This design comes from an exercise in tuning for small area on the open sky130 flow, not from production work.
Function was checked by simulation only, so behaviour that the tests miss may differ from the original.
The flow treats the clock pin as an ideal source, which a real chip does not have.
Power and IR drop assume default switching activity.

## AL
Design lacap, start of the top module:
module lacap #(
    parameter [31:0] BASE = 32'h5020_0000
) (
    input  wire        clk,
    input  wire        rst,           
    input  wire        bus_valid,
    input  wire        bus_write,
    input  wire [8:0]  bus_addr,      
    input  wire [31:0] bus_wdata,
    output reg         bus_rvalid,
    output reg  [31:0] bus_rdata,
    input  wire [28:0] lines,
    output wire        mem_we,
    output wire [31:0] mem_addr,
    output wire [31:0] mem_wdata
);
    localparam FIFO_DEPTH = 8;
    localparam [31:0] RXQ_ADDR = BASE + 32'h20;
    localparam R_SU_CTRL      = 7'd0;
    localparam R_SU_STAT      = 7'd1;
    localparam R_SU_CLKDIV    = 7'd2;
    localparam R_SU_PINCTRL   = 7'd3;
    localparam R_SU_SHIFTCTRL = 7'd4;
    localparam R_SU_WRAP      = 7'd5;
    localparam R_SU_PC        = 7'd6;
    localparam R_SU_INSTR     = 7'd7;
    localparam R_SU_RXQ       = 7'd8;
    localparam R_SLOT_CLAIM   = 7'd9;
    localparam R_SLOT_RELEASE = 7'd10;
    localparam R_SLOT_STAT    = 7'd11;
    localparam R_LA_ERR       = 7'd12;
    localparam R_TE_READ      = 7'd64;
  ...
Size in the first run: roughly 4800 cells after synthesis, roughly 1100 flip-flops, roughly 54000 um2 of cells after synthesis.
clock: 12.0 ns
lec_check: 0
cap_margin: 20
core_margin: 2
core_utilization: 65
slew_margin: 20
standard.sh (not shown) runs the stock make flow with config.mk's settings and CLKGATE_MAP_FILE= SYNTH_SCRIPT=/design/flow/synth_recipe.tcl, a recipe that flattens the netlist after the stock synthesis.
==> flow/flow/run.sh <==
#!/bin/bash
# Layout flow: the standard ORFS flow (standard synthesis, floorplan,
# tap cells and power grid unchanged), with three changes:
#  - ports are buffered with sky130_fd_sc_hd__buf_1 instead of the larger
#    cell buffer_ports picks by default (every port still gets a buffer);
#  - clock tree synthesis uses clkbuf_8 with sink clusters of at most 15
#    flip-flops, and inserts no dummy loads;
#  - after clock tree synthesis, gates off the critical paths are sized
#    down (repair_timing -recover_power, flow/recover.tcl).
# Each tool's full output goes to ORFS's own logs (orfs/logs) and the make
# output to flow_make.log in the work folder.
set -euo pipefail
cd "$(dirname "${BASH_SOURCE[0]}")/.."
export BUFFER_PORTS_ARGS="-buffer_cell sky130_fd_sc_hd__buf_1"
export CTS_ARGS="-sink_clustering_enable -repair_clock_nets -dont_use_dummy_load -buf_list sky130_fd_sc_hd__clkbuf_8 -sink_clustering_size 15 -sink_clustering_max_diameter 80"
export POST_CTS_TCL="$PWD/flow/recover.tcl"
bash standard.sh > flow_make.log 2>&1
==> flow/flow/recover.tcl <==
# Sourced at the end of ORFS's cts step (POST_CTS_TCL): size down gates
# that have timing slack to spare, then legalize the placement again.
estimate_parasitics -placement
report_design_area
repair_timing -recover_power 100 -verbose
detailed_placement
check_placement -verbose
estimate_parasitics -placement
report_worst_slack
report_design_area
> inputs changed (AL -> MS)
# AL
export LEC_CHECK = 0
export CAP_MARGIN = 20
export CORE_MARGIN = 2
export CORE_UTILIZATION = 65
export SLEW_MARGIN = 20
create_clock -name core_clock -period 12.0 [get_ports {clk}]
# MS
export LEC_CHECK = 0
export CAP_MARGIN = 20
export CORE_MARGIN = 2
export CORE_UTILIZATION = 72
export SLEW_MARGIN = 20
create_clock -name core_clock -period 12.0 [get_ports {clk}]
==> flow/flow/run.sh <==
#!/bin/bash
# Layout flow: the standard ORFS flow (standard synthesis, floorplan,
# tap cells and power grid unchanged), with two changes:
#  - ports are buffered with sky130_fd_sc_hd__buf_1 instead of the larger
#    cell buffer_ports picks by default (every port still gets a buffer);
#  - clock tree synthesis uses clkbuf_8 with sink clusters of at most 15
#    flip-flops, and inserts no dummy loads.
# Each tool's full output goes to ORFS's own logs (orfs/logs) and the make
# output to flow_make.log in the work folder.
set -euo pipefail
cd "$(dirname "${BASH_SOURCE[0]}")/.."
export BUFFER_PORTS_ARGS="-buffer_cell sky130_fd_sc_hd__buf_1"
export CTS_ARGS="-sink_clustering_enable -repair_clock_nets -dont_use_dummy_load -buf_list sky130_fd_sc_hd__clkbuf_8 -sink_clustering_size 15 -sink_clustering_max_diameter 80"
bash standard.sh > flow_make.log 2>&1
removed: flow/flow/recover.tcl
Findings:
Re number of synthesized flops with an enable pin: no difference whatsoever between MS and AL.
Compared with AL, placement density in the core of MS is higher.
Switching power summed over all nets, AL and MS, lower one = MS.
Height of the chip was lower in MS than in AL.
Per the comparison of MS with AL, number of well taps has decreased; number of global-route vias before repair has increased.
Internal power component of AL is on par with MS.
Relative to AL, MS improves routed wire length.
AL and MS ended up with nearly the same clock latency on the worst-skew pair.
Re data arrival time of the worst path: AL was higher than MS.
MS gives less power share of the combinational group than AL did.

separate check: timing with driven ports:
How much do the figures lean on ideal ports? The routed layouts below were timed once more, with nothing changed but the port constraints. Step 1, drivers: a clkbuf_16 drives clk and a buf_2 each remaining input, both assumed. Step 2 moves the port delays by t, midway between the first and last clock arrival at a register: inputs arrive t later, outputs are due t later. That takes back most of the time a late clock gives input paths. Three values: ideal, step 1, step 2; two values: the first two.
run	t, ns	setup WS [ns]	hold slack, ns	clock arrival spread, ns	pins driven straight from the clock port
AL	0.809	0.280 / 0.323 / -0.486	0.464 / 0.464 / 0.464	0.088 / 0.088	1
MS	0.804	0.420 / 0.466 / -0.338	0.467 / 0.467 / 0.467	0.107 / 0.106	1
Met with ideal ports but missed after step 2: setup timing in AL and MS. For AL, which loses most, drivers alone change the setup slack by +0.043 ns; drivers and shift together by -0.766 ns.
